From an optimization exercise on the open Yosys and OpenROAD flow, aimed at small area; shortcuts taken in it are not production practice. In this exercise RTL edits were held to simulation tests only and were not proved equivalent to the original. Power and IR drop assume default switching activity.

==> inputs of 04-23 <==
==> flow/design.v (excerpt) <==
module netsgp_fcs (
    input             clk,
    input             rst,
    input             bus_en,
    input             bus_we,
    input      [7:0]  bus_addr,
    input      [1:0]  bus_size,      
    input      [31:0] bus_wdata,
    output reg [31:0] bus_rdata,
    output reg        bus_err,
    input             rx_valid,
    input      [7:0]  rx_data,
    output reg        tx_valid,
    output reg [7:0]  tx_data,
    input             tx_ready,
    input             ms_tick
);
    localparam [7:0] MAGIC      = 8'h43;
    localparam [7:0] CMD_STATUS = 8'hC0;
    localparam [7:0] CMD_CTRL   = 8'hC1;
    localparam [7:0] CMD_PGRADE = 8'hC3;
    localparam [2:0] ST_IDLE    = 3'd0;
    localparam [2:0] ST_FLUSH   = 3'd1;
    localparam [2:0] ST_TX      = 3'd2;
    localparam [2:0] ST_HUNT    = 3'd3;
    localparam [2:0] ST_COLLECT = 3'd4;
    localparam [2:0] ST_FINISH  = 3'd5;
    localparam [2:0] ST_PSCAN   = 3'd6;
    reg [3:0]   opc_q;
    reg         done_q, ok_q, rec_q, rx_ovf_q, rej_q;
    reg [2:0]   st_q;
    reg [7:0]   cmd_q, value_q, len_q, expect_q;
    reg [31:0]  devid_q;
    reg [15:0]  pattern_q;
    reg [31:0]  tmo_block_q, tmo_wait_q;
    reg [7:0]   csum_q;
    reg [4:0]   flen_q;
    reg [31:0]  now_q;
    reg [31:0]  r_devid_q, r_power_q, r_dc_q, r_ac_q;
    reg [7:0]   r_state_q, r_temp_q;
    reg         r_valid_q;
    reg [215:0] buf_q;           
    reg [511:0] fifo_q;          
    reg [6:0]   count_q;
    reg [31:0]  rem_q;           
    reg [4:0]   n_q;             
  ...
Settings: LEC_CHECK=0, ABC_AREA=1, CAP_MARGIN=20, CELL_PAD_IN_SITES_DETAIL_PLACEMENT=1, CELL_PAD_IN_SITES_GLOBAL_PLACEMENT=2, CORE_MARGIN=2, CORE_UTILIZATION=55, CTS_CLUSTER_DIAMETER=100, CTS_CLUSTER_SIZE=30, PLACE_DENSITY=0.65, SLEW_MARGIN=20; clock period 40.0 ns.
run.sh (not shown) runs the stock make flow with config.mk's settings and CLKGATE_MAP_FILE= SYNTH_SCRIPT=/design/flow/synth_recipe.tcl, a recipe that flattens the netlist after the stock synthesis.
==> 01-17: changes against 04-23 <==
--- a/flow/design.v
+++ b/flow/design.v
@@ -82,16 +82,17 @@
         end
     endfunction
     wire mapped  = (bus_addr <= 8'h50 && bus_addr != 8'h3C) || (bus_addr >= 8'h80 && bus_addr <= 8'hE8);
     wire acc_err = bus_en && (bus_size != 2'd2 || bus_addr[1:0] != 2'b00 || !mapped);
     wire acc_ok  = bus_en && !acc_err;
     wire wr      = acc_ok && bus_we;
     wire [3:0] wopc = bus_wdata[3:0];
-    wire wr_op    = wr && (bus_addr == 8'h00);
-    wire wr_stat  = wr && (bus_addr == 8'h04);
+    wire [5:0] wa = bus_addr[7:2];
+    wire wr_op    = wr && (wa == 6'h00);
+    wire wr_stat  = wr && (wa == 6'h01);
     wire wr_buf   = wr && bus_addr[7];
     wire accept   = wr_op && !busy && (wopc < 4'hD);
     wire rej_set  = (wr_op && !accept) || (wr_buf && busy);
     wire a_nop  = accept && (wopc == 4'h0);
     wire a_enc  = accept && (wopc == 4'h1);
     wire a_chk  = accept && (wopc == 4'h2);
     wire a_val  = accept && (wopc == 4'h3);
@@ -121,15 +122,16 @@
     wire       expd = (rem_q == 32'd0);
     wire [7:0] pk0  = fifo_q[7:0];
     wire [7:0] pk1  = fifo_q[15:8];
     wire tx_more   = (kb_q[4:0] < n_q);
     wire tx_offer  = in_tx && !tx_valid && tx_more;
     wire tx_end    = in_tx && !tx_valid && !tx_more;
     wire hunt_act  = in_hunt && !expd && (count_q >= 7'd2);
-    wire hunt_hit  = hunt_act && (pk0 == lpat_q[7:0]) && (pk1 == lpat_q[15:8]);
+    wire [15:0] hpat = op_sv ? buf_q[15:0] : lpat_q;      
+    wire hunt_hit  = hunt_act && (pk0 == hpat[7:0]) && (pk1 == hpat[15:8]);
     wire hunt_miss = hunt_act && !hunt_hit;
     wire col_act   = in_collect && !expd && (count_q != 7'd0);
     wire [4:0] flen_inc = flen_q + 5'd1;
     wire col_last  = col_act && (flen_inc == n_q);
     wire ps_low    = (kb_q < 7'd2);
     wire ps_hdr    = (pk0 == MAGIC) && (pk1 == CMD_STATUS);
     wire ps_skip   = in_pscan && !ps_low && !ps_hdr;
@@ -239,35 +241,35 @@
                                ({8{m2}}  & f2) |
                                ({8{m27}} & f27) |
                                ({8{!rst && push && cnt_after[5:0] == i}} & rx_data);
         end
     end
     reg [31:0] rd_v;
     always @* begin
-        case (bus_addr)
-            8'h00: rd_v = {28'd0, opc_q};
-            8'h04: rd_v = {21'd0, st_q, 2'b00, rej_q, rx_ovf_q, rec_q, ok_q, done_q, busy};
-            8'h08: rd_v = {24'd0, cmd_q};
-            8'h0C: rd_v = devid_q;
-            8'h10: rd_v = {24'd0, value_q};
-            8'h14: rd_v = {24'd0, len_q};
-            8'h18: rd_v = {24'd0, expect_q};
-            8'h1C: rd_v = {16'd0, pattern_q};
-            8'h20: rd_v = tmo_block_q;
-            8'h24: rd_v = tmo_wait_q;
-            8'h28: rd_v = {24'd0, csum_q};
-            8'h2C: rd_v = {27'd0, flen_q};
-            8'h30: rd_v = {25'd0, count_q};
-            8'h34: rd_v = now_q;
-            8'h38: rd_v = {24'd0, MAGIC};
-            8'h40: rd_v = r_devid_q;
-            8'h44: rd_v = r_power_q;
-            8'h48: rd_v = r_dc_q;
-            8'h4C: rd_v = r_ac_q;
-            8'h50: rd_v = {15'd0, r_valid_q, r_temp_q, r_state_q};
+        case (wa)
+            6'h00: rd_v = {28'd0, opc_q};
+            6'h01: rd_v = {21'd0, st_q, 2'b00, rej_q, rx_ovf_q, rec_q, ok_q, done_q, busy};
+            6'h02: rd_v = {24'd0, cmd_q};
+            6'h03: rd_v = devid_q;
+            6'h04: rd_v = {24'd0, value_q};
+            6'h05: rd_v = {24'd0, len_q};
+            6'h06: rd_v = {24'd0, expect_q};
+            6'h07: rd_v = {16'd0, pattern_q};
+            6'h08: rd_v = tmo_block_q;
+            6'h09: rd_v = tmo_wait_q;
+            6'h0A: rd_v = {24'd0, csum_q};
+            6'h0B: rd_v = {27'd0, flen_q};
+            6'h0C: rd_v = {25'd0, count_q};
+            6'h0D: rd_v = now_q;
+            6'h0E: rd_v = {24'd0, MAGIC};
+            6'h10: rd_v = r_devid_q;
+            6'h11: rd_v = r_power_q;
+            6'h12: rd_v = r_dc_q;
+            6'h13: rd_v = r_ac_q;
+            6'h14: rd_v = {15'd0, r_valid_q, r_temp_q, r_state_q};
             default: rd_v = {24'd0, buf_q[8*bus_addr[6:2] +: 8]};
         endcase
     end
     wire dec_en = a_dec || (in_finish && op_get) || ps_good;
     wire [31:0] tsel = wopc[0] ? tmo_wait_q : tmo_block_q;
     wire [31:0] rem_base = accept ? tsel : rem_q;
     wire rem_dec = ms_tick && (st_n == ST_HUNT || st_n == ST_COLLECT) && (rem_base != 32'd0);
@@ -289,22 +291,22 @@
             if (ps_good) rec_q <= 1'b1;
             else if (accept) rec_q <= 1'b0;
             if (ovf_set) rx_ovf_q <= 1'b1;
             else if (wr_stat && bus_wdata[4]) rx_ovf_q <= 1'b0;
             if (rej_set) rej_q <= 1'b1;
             else if (wr_stat && bus_wdata[5]) rej_q <= 1'b0;
             st_q <= st_n;
-            if (wr && bus_addr == 8'h08) cmd_q <= bus_wdata[7:0];
-            if (wr && bus_addr == 8'h0C) devid_q <= bus_wdata;
-            if (wr && bus_addr == 8'h10) value_q <= bus_wdata[7:0];
-            if (wr && bus_addr == 8'h14) len_q <= bus_wdata[7:0];
-            if (wr && bus_addr == 8'h18) expect_q <= bus_wdata[7:0];
-            if (wr && bus_addr == 8'h1C) pattern_q <= bus_wdata[15:0];
-            if (wr && bus_addr == 8'h20) tmo_block_q <= bus_wdata;
-            if (wr && bus_addr == 8'h24) tmo_wait_q <= bus_wdata;
+            if (wr && wa == 6'h02) cmd_q <= bus_wdata[7:0];
+            if (wr && wa == 6'h03) devid_q <= bus_wdata;
+            if (wr && wa == 6'h04) value_q <= bus_wdata[7:0];
+            if (wr && wa == 6'h05) len_q <= bus_wdata[7:0];
+            if (wr && wa == 6'h06) expect_q <= bus_wdata[7:0];
+            if (wr && wa == 6'h07) pattern_q <= bus_wdata[15:0];
+            if (wr && wa == 6'h08) tmo_block_q <= bus_wdata;
+            if (wr && wa == 6'h09) tmo_wait_q <= bus_wdata;
             if (a_chk && !len_gt27) csum_q <= s_all;
             if (enc_we) flen_q <= 5'd15;
             else if ((a_recv && !len_gt27) || (a_scan && !len_lt2 && !len_gt27) || (tx_end && (op_get || op_sv))) flen_q <= 5'd0;
             else if (hunt_hit) flen_q <= 5'd2;
             else if (col_act) flen_q <= flen_inc;
             else if (ps_move) flen_q <= 5'd27;
             now_q <= inc32(now_q, ms_tick);
@@ -330,15 +332,15 @@
         end
     end
     always @(posedge clk) begin
         rem_q <= dec32(rem_base, rem_dec);
         if (accept) begin
             n_q <= (wopc[3] && wopc[1]) ? 5'd15 : len_q[4:0];
             kb_q <= a_drn ? count_q : 7'd0;
-            lpat_q <= wopc[1] ? {cmd_q, MAGIC} : pattern_q;
+            lpat_q <= pattern_q;
         end else begin
             if (tx_end && !opc_q[0]) n_q <= 5'd27;
             if (tx_offer) kb_q <= kb_q + 7'd1;
             else if (ps_skip) kb_q <= kb_q - 7'd1;
             else if (ps_move) kb_q <= kb_q - 7'd27;
         end
         if (col_act && flen_q == 5'd13) m13_q <= cmp13;
==> flow/flow/run.sh (new file) <==
#!/bin/bash
set -uo pipefail
HERE=$(pwd)

rm -rf "$HERE/scripts_area"
cp -r "$FLOW_HOME/scripts" "$HERE/scripts_area"
cp "$HERE/flow/abc_area.script" "$HERE/scripts_area/abc_area.script"

bash standard.sh SCRIPTS_DIR="$HERE/scripts_area" ABC_AREA=1 synth > "$HERE/synth.log" 2>&1 || { tail -50 "$HERE/synth.log"; exit 1; }

CSZ=$(sed -n 's/^export CTS_CLUSTER_SIZE *= *//p' config.mk)
CDI=$(sed -n 's/^export CTS_CLUSTER_DIAMETER *= *//p' config.mk)
CTS="-sink_clustering_enable -repair_clock_nets -dont_use_dummy_load"
[ -n "$CSZ" ] && CTS="$CTS -sink_clustering_size $CSZ"
[ -n "$CDI" ] && CTS="$CTS -sink_clustering_max_diameter $CDI"

bash standard.sh CTS_ARGS="$CTS" BUFFER_PORTS_ARGS="-buffer_cell sky130_fd_sc_hd__buf_1" > "$HERE/layout.log" 2>&1 || { tail -50 "$HERE/layout.log"; exit 1; }
==> flow/flow/abc_area.script (new file) <==
&get -n
&st
&syn4
&dch -f
&nf -R 1000 -p -F 10 -A 10 -C 32
&put
topo
stime -c
==> flow/standard.sh (new file) <==
#!/bin/bash
# synth_recipe.tcl (not shown) runs the flow's synth.tcl, then flattens the netlist and writes it again
# the make line also repeats each setting of config.mk as NAME=value (left out here)
make -C /OpenROAD-flow-scripts/flow DESIGN_CONFIG=/design/flow/config.mk WORK_HOME=/design/flow/orfs CLKGATE_MAP_FILE= SYNTH_SCRIPT=/design/flow/synth_recipe.tcl "${@:-finish}"
CAP_MARGIN = 10   (was 20)
CORE_UTILIZATION = 30   (was 55)
CTS_CLUSTER_DIAMETER = 80   (was 100)
CTS_CLUSTER_SIZE = 20   (was 30)
PLACE_DENSITY = 0.5   (was 0.65)
SLEW_MARGIN = 10   (was 20)
removed: flow/run.sh
==> 05-22: changes against 04-23 <==
--- a/flow/design.v
+++ b/flow/design.v
@@ -44,47 +44,14 @@
     reg [6:0]   count_q;
     reg [31:0]  rem_q;           
     reg [4:0]   n_q;             
     reg [6:0]   kb_q;            
     reg [15:0]  lpat_q;          
     reg         m13_q;           
     wire busy = (st_q != ST_IDLE);
-    function [7:0] add8(input [7:0] a, input [7:0] b);
-        reg c;
-        integer k;
-        begin
-            c = 1'b0;
-            for (k = 0; k < 8; k = k + 1) begin
-                add8[k] = a[k] ^ b[k] ^ c;
-                c = (a[k] & b[k]) | (c & (a[k] ^ b[k]));
-            end
-        end
-    endfunction
-    function [31:0] inc32(input [31:0] a, input ci);
-        reg c;
-        integer k;
-        begin
-            c = ci;
-            for (k = 0; k < 32; k = k + 1) begin
-                inc32[k] = a[k] ^ c;
-                c = a[k] & c;
-            end
-        end
-    endfunction
-    function [31:0] dec32(input [31:0] a, input bi);
-        reg b;
-        integer k;
-        begin
-            b = bi;
-            for (k = 0; k < 32; k = k + 1) begin
-                dec32[k] = a[k] ^ b;
-                b = ~a[k] & b;
-            end
-        end
-    endfunction
     wire mapped  = (bus_addr <= 8'h50 && bus_addr != 8'h3C) || (bus_addr >= 8'h80 && bus_addr <= 8'hE8);
     wire acc_err = bus_en && (bus_size != 2'd2 || bus_addr[1:0] != 2'b00 || !mapped);
     wire acc_ok  = bus_en && !acc_err;
     wire wr      = acc_ok && bus_we;
     wire [3:0] wopc = bus_wdata[3:0];
     wire wr_op    = wr && (bus_addr == 8'h00);
     wire wr_stat  = wr && (bus_addr == 8'h04);
@@ -166,21 +133,23 @@
         end
     end
     wire lenmode = a_chk || a_val;
     reg  [7:0] s_lo_r, s_hi_r;
     always @* begin
         s_lo_r = 8'd0;
         for (i = 0; i < 14; i = i + 1)
-            s_lo_r = add8(s_lo_r, buf_n[8*i +: 8] & {8{!lenmode || len_q > i}});
+            if (!lenmode || len_q > i)
+                s_lo_r = s_lo_r + buf_n[8*i +: 8];
         s_hi_r = 8'd0;
         for (i = 14; i < 27; i = i + 1)
-            s_hi_r = add8(s_hi_r, buf_n[8*i +: 8] & {8{lenmode && len_q > i}});
+            if (lenmode && len_q > i)
+                s_hi_r = s_hi_r + buf_n[8*i +: 8];
     end
     assign s_lo = s_lo_r;
-    wire [7:0] s_all   = add8(s_lo_r, s_hi_r);
+    wire [7:0] s_all   = s_lo_r + s_hi_r;
     wire       csum_ok = (s_lo_r == buf_n[8*14 +: 8]);
     wire       cmp13   = (buf_q[8*13 +: 8] == (busy ? pk0 : value_q));
     wire ps_good = ps_move && csum_ok;
     wire col_fail = in_collect && expd;
     wire hunt_fail = in_hunt && expd;
     wire a_cpl = a_nop || a_enc || a_chk || a_val || a_dec || a_vack ||
                  (a_send && (len_gt27 || len_zero)) ||
@@ -303,15 +272,15 @@
             if (wr && bus_addr == 8'h24) tmo_wait_q <= bus_wdata;
             if (a_chk && !len_gt27) csum_q <= s_all;
             if (enc_we) flen_q <= 5'd15;
             else if ((a_recv && !len_gt27) || (a_scan && !len_lt2 && !len_gt27) || (tx_end && (op_get || op_sv))) flen_q <= 5'd0;
             else if (hunt_hit) flen_q <= 5'd2;
             else if (col_act) flen_q <= flen_inc;
             else if (ps_move) flen_q <= 5'd27;
-            now_q <= inc32(now_q, ms_tick);
+            now_q <= now_q + {31'd0, ms_tick};
             count_q <= cnt_after + {6'd0, push};
             if (dec_en) r_valid_q <= csum_ok;
             else if (col_fail && op_get) r_valid_q <= 1'b0;
             tx_valid <= tx_offer || (tx_valid && !tx_ready);
             if (tx_offer) tx_data <= buf_q[8*kb_q[4:0] +: 8];
             if (bus_en) bus_rdata <= (acc_ok && !bus_we) ? rd_v : 32'd0;
             bus_err <= acc_err;
@@ -326,15 +295,15 @@
             r_dc_q    <= {buf_n[8*17 +: 8], buf_n[8*18 +: 8], buf_n[8*15 +: 8], buf_n[8*16 +: 8]};
             r_ac_q    <= {buf_n[8*21 +: 8], buf_n[8*22 +: 8], buf_n[8*19 +: 8], buf_n[8*20 +: 8]};
             r_state_q <= buf_n[8*25 +: 8];
             r_temp_q  <= buf_n[8*26 +: 8];
         end
     end
     always @(posedge clk) begin
-        rem_q <= dec32(rem_base, rem_dec);
+        rem_q <= rem_base - {31'd0, rem_dec};
         if (accept) begin
             n_q <= (wopc[3] && wopc[1]) ? 5'd15 : len_q[4:0];
             kb_q <= a_drn ? count_q : 7'd0;
             lpat_q <= wopc[1] ? {cmd_q, MAGIC} : pattern_q;
         end else begin
             if (tx_end && !opc_q[0]) n_q <= 5'd27;
             if (tx_offer) kb_q <= kb_q + 7'd1;
CORE_UTILIZATION = 30   (was 55)
CTS_CLUSTER_DIAMETER = not set   (was 100)
CTS_CLUSTER_SIZE = not set   (was 30)
PLACE_DENSITY = 0.45   (was 0.65)
==> comparison <==
Against 05-22, the core utilization of 01-17 is higher by 0.33 points.
Synthesized cell count: 05-22 > 04-23 > 01-17.
Between 01-17 and 05-22, the lower cell area is in 01-17 (gap about 17%, measured against 05-22).
Against 05-22, the via count of 01-17 is smaller by 21%.
Between 01-17 and 05-22, the lower power is in 01-17 (gap about 17%, measured against 05-22).
Against 05-22, the hold slack of 01-17 is lower by 0.021 ns.
In 05-22 the cell count is higher than in 01-17, by about 40%.
05-22 completed without violations. 01-17 finished clean. 04-23 stopped in 3_1_place_gp_skip_io, error GPL-0301.
Against 01-17, the die area of 05-22 is higher by 21%.

==> static timing again, ports no longer ideal <==
How much do the figures lean on ideal ports? The routed layouts below were timed once more, with nothing changed but the port constraints. Step 1: set_driving_cell puts a clkbuf_16 on clk and a buf_2 on each other input, an assumption about the parent block. Step 2 also shifts input and output timing later by t, the mid clock arrival at the registers, as if the neighbouring blocks saw the same clock. a / b / c = ideal / step 1 / step 2; a / b = the first two.
run	t, ns	setup slack, ns	worst setup path at the end	worst register clock-pin slew, ns	worst slew at a driven data input, ns
01-17	0.863	8.567 / 8.635 / 7.772	input to register	0.09 / 0.09	0.07
05-22	0.935	5.035 / 5.007 / 4.071	input to register	0.07 / 0.07	0.20
After both steps every run listed still meets setup and hold. For 05-22, which loses most, drivers alone change the setup slack by -0.028 ns; drivers and shift together by -0.964 ns.
